Source: an optimization exercise on an open RTL-to-GDS flow (aim: small area, a short achievable clock period and few clock cycles). Production flows keep margins and buffers that such runs may drop. Only simulation tests tie the RTL to the original design; equivalence was not proved.

==> job 1922 <==
// bsac_lag
module bsac_lag (
    input  wire        clk,
    input  wire        rst,
    input  wire        in_valid,
    output wire        in_ready,
    input  wire [31:0] in_data,
    input  wire [6:0]  in_min_period,
    output wire        out_valid,
    input  wire        out_ready,
    output wire [6:0]  out_lag,
    output wire [6:0]  out_best_lag,
    output wire [8:0]  out_best_value,
    output wire [8:0]  out_global_max,
    output wire        out_err
);
clock: 10.0 ns
lec_check: 0
cap_margin: 20
core_margin: 2
core_utilization: 40
place_density: 0.6
setup_slack_margin: 5
slew_margin: 20
run.sh (not shown) runs the stock make flow with config.mk's settings and CLKGATE_MAP_FILE= SYNTH_SCRIPT=/design/flow/synth_recipe.tcl, a recipe that flattens the netlist after the stock synthesis.
==> job 6940 (differences from job 1922) <==
--- a/flow/design.v
+++ b/flow/design.v
@@ -29,20 +29,20 @@
     reg        rv;         
     reg        hgo;        
     reg [1:0]  hs;         
     reg        ov;         
     localparam [1:0] H_IDLE = 2'd0, H_W1 = 2'd1, H_RUN = 2'd2, H_CHK = 2'd3;
-    reg [255:0] nb;        
     reg [255:0] pk;
     reg [255:0] sh;
     reg [6:0]   mp_ld;     
     reg [6:0]   mp;        
     reg [6:0]   ij;        
     reg [LAT-1:0] tm;      
     reg [6:0]   tj [0:LAT-1];
-    wire        in_rdy  = !have;
+    wire        in_rdy  = !have && !is_sw && !is_gap && !is_st;
     wire        beat_ok = in_valid && in_rdy;
+    wire [255:0] pk_nxt = beat_ok ? {pk[223:0], in_data} : pk;
     wire [6:0]  bl;
     wire        hact    = (hs != H_IDLE);
     wire        st_stop = hact && (ij >= bl);
     wire        iss_v   = is_sw || (is_st && !st_stop);
     wire [255:0] pkm;
@@ -125,11 +125,11 @@
             for (pw = 0; pw < 128 / E; pw = pw + 1)
                 if (c_j[6:LE] == pw)
                     pass[pw*E +: E] <= pbit;
             dl <= {1'b0, c_j} + E;
         end
-        if (is_gap)
+        if (is_sw && ij == 7'd0)
             dl <= 8'd0;
         if (rv) begin
             if (rj == 7'd0) begin
                 g   <= rmax;
                 bv  <= rany ? rmin : 9'h1ff;
@@ -167,12 +167,12 @@
                 dstep = {1'b1, 7'd0} | (rs - {1'b0, dd});
             else
                 dstep = {1'b0, rs[6:0]};
         end
     endfunction
-    wire       di_v, di_f;
-    wire [6:0] di_d;
+    reg        di_v, di_f;
+    reg [6:0]  di_d;
     reg        a_v, a_f;
     reg [6:0]  a_d, a_r;
     reg [3:0]  a_q;
     reg        b_v, b_f;
     reg [6:0]  b_d, b_r;
@@ -233,13 +233,10 @@
             end
         end
         default: ;
         endcase
     end
-    assign di_f = hgo;
-    assign di_d = hgo ? mp : ds_d;
-    assign di_v = (hgo && mp != 7'd0) || (ds_act && !ds_rs);
     reg        ds_rs;
     reg [6:0]  ds_rd;
     always @(*) begin
         ds_rs = 1'b0;
         ds_rd = dv_q;
@@ -255,10 +252,12 @@
         end
         default: ;
         endcase
     end
     always @(posedge clk) begin
+        di_f <= hgo;
+        di_d <= hgo ? mp : ds_d;
         if (ds_rs)
             ds_d <= ds_rd;
         else if (ds_act)
             ds_d <= ds_d - 7'd1;
         case (hs)
@@ -301,33 +300,17 @@
             rerr <= (mp == 7'd0);
         end
         if (beat_ok && beat == 3'd7)
             mp_ld <= in_min_period;
     end
-    reg        pre;        
-    reg        dn;         
-    reg [6:0]  o_lag, o_bl;
-    reg [8:0]  o_bv, o_g;
-    reg        o_err;
-    wire copy  = dn && !ov;
-    wire start = have && !busy && (!dn || !ov);
+    wire start = have && !busy && !ov;
     always @(posedge clk) begin
-        if (beat_ok)
-            nb <= {nb[223:0], in_data};
-        if (start)
-            pk <= nb;
+        pk <= pk_nxt;
         if (iss_v)
             sh <= sh << E;
         else
-            sh <= pk;
-        if (copy) begin
-            o_lag <= rlag;
-            o_err <= rerr;
-            o_bl  <= blr;
-            o_bv  <= bv;
-            o_g   <= g;
-        end
+            sh <= pk_nxt;
         if (start)
             mp <= mp_ld;
         if (start)
             ij <= 7'd0;
         else if (is_sw && ij == LASTW)
@@ -348,28 +331,25 @@
             rv     <= 1'b0;
             hgo    <= 1'b0;
             hs     <= H_IDLE;
             ov     <= 1'b0;
             ds_act <= 1'b0;
-            pre    <= 1'b0;
-            dn     <= 1'b0;
+            di_v   <= 1'b0;
             a_v    <= 1'b0;
             b_v    <= 1'b0;
             dv_ov  <= 1'b0;
         end else begin
             if (beat_ok) begin
                 beat <= beat + 3'd1;
                 if (beat == 3'd7)
                     have <= 1'b1;
             end
-            pre <= start;
             if (start) begin
                 have  <= 1'b0;
                 busy  <= 1'b1;
-            end
-            if (pre)
                 is_sw <= 1'b1;
+            end
             if (is_sw && ij == LASTW) begin
                 is_sw  <= 1'b0;
                 is_gap <= 1'b1;
                 gapc   <= 2'd0;
             end
@@ -383,10 +363,11 @@
             if (is_st && (st_stop || ij == LASTW))
                 is_st <= 1'b0;
             tv <= {tv[LAT-2:0], iss_v};
             rv  <= c_v && !c_m;
             hgo <= rv && rj == LASTW;
+            di_v  <= (hgo && mp != 7'd0) || (ds_act && !ds_rs);
             a_v   <= di_v;
             b_v   <= a_v;
             dv_ov <= b_v;
             if (ds_rs)
                 ds_act <= (ds_rd >= 7'd2);
@@ -403,27 +384,23 @@
             if (fin) begin
                 hs     <= H_IDLE;
                 ds_act <= 1'b0;
                 busy  <= 1'b0;
                 is_st <= 1'b0;
-                dn    <= 1'b1;
+                ov    <= 1'b1;
             end
             if (ov && out_ready)
                 ov <= 1'b0;
-            if (copy) begin
-                dn <= 1'b0;
-                ov <= 1'b1;
-            end
         end
     end
     assign in_ready       = in_rdy;
     assign out_valid      = ov;
-    assign out_lag        = o_lag;
-    assign out_best_lag   = o_bl;
-    assign out_best_value = o_bv;
-    assign out_global_max = o_g;
-    assign out_err        = o_err;
+    assign out_lag        = rlag;
+    assign out_best_lag   = blr;
+    assign out_best_value = bv;
+    assign out_global_max = g;
+    assign out_err        = rerr;
 endmodule
 module bsac_popcnt (input wire clk, input wire [255:0] x, output reg [8:0] c);
     wire s1;
     wire k2;
     wire s3;
- SETUP_SLACK_MARGIN: 5 -> unset
==> comparison table <==
| item | job 1922 | job 6940 |
|---|---|---|
| Run status | complete, no violations | complete, no violations |
| Post-synthesis share of cell area spent on xor and xnor gates | 0.115 | 0.126 |
| Synth Cell Area | 87800 µm² | 80100 µm² |
| HPWL after DPL | 187000 µm | 187000 µm |
| Worst hold path startpoint | tj[1][4] | g_eng[0].u_pc.r416 |
| Mean instance size in the synthesized netlist | 12.9 µm² | 10.2 µm² |
| Count of multi-input gates | 3990 | 5276 |
| Clk_buf instances | 223 | 187 |
| Number of cells on the worst reg-to-reg path | 34 | 30 |
| Number of register bits inferred by synthesis | 1499 | 1217 |
| Area of the multi-input gates | 45800 µm² | 48200 µm² |
| Ant. Diodes | 2 | 1 |
| Number of synthesized flops with an enable pin | 778 | 233 |
| Starting Density | 0.403 | 0.402 |
Testbench counts of job 1922, summed over its fixed seeds: cycles 7,793.
Testbench counts of job 6940, summed over its fixed seeds: cycles 8,754.

## afterwards: timing with drivers on the ports
How much do the figures lean on ideal ports? The routed layouts below were timed once more, with nothing changed but the port constraints.
Step 1, drivers: a clkbuf_16 drives clk and a buf_2 each remaining input, both assumed.
Step 2 also shifts input and output timing later by t, the mid clock arrival at the registers, as if the neighbouring blocks saw the same clock.
Slacks: ideal / step 1 / step 2; pairs: ideal / step 1.
run | shift t [ns] | setup slack, ns | hold slack, ns
job 1922 | 0.883 | 3.377 / 3.377 / 3.377 | 0.306 / 0.306 / 0.306
job 6940 | 0.875 | 1.713 / 1.713 / 1.713 | 0.311 / 0.311 / 0.311
After both steps every run listed still meets setup and hold.
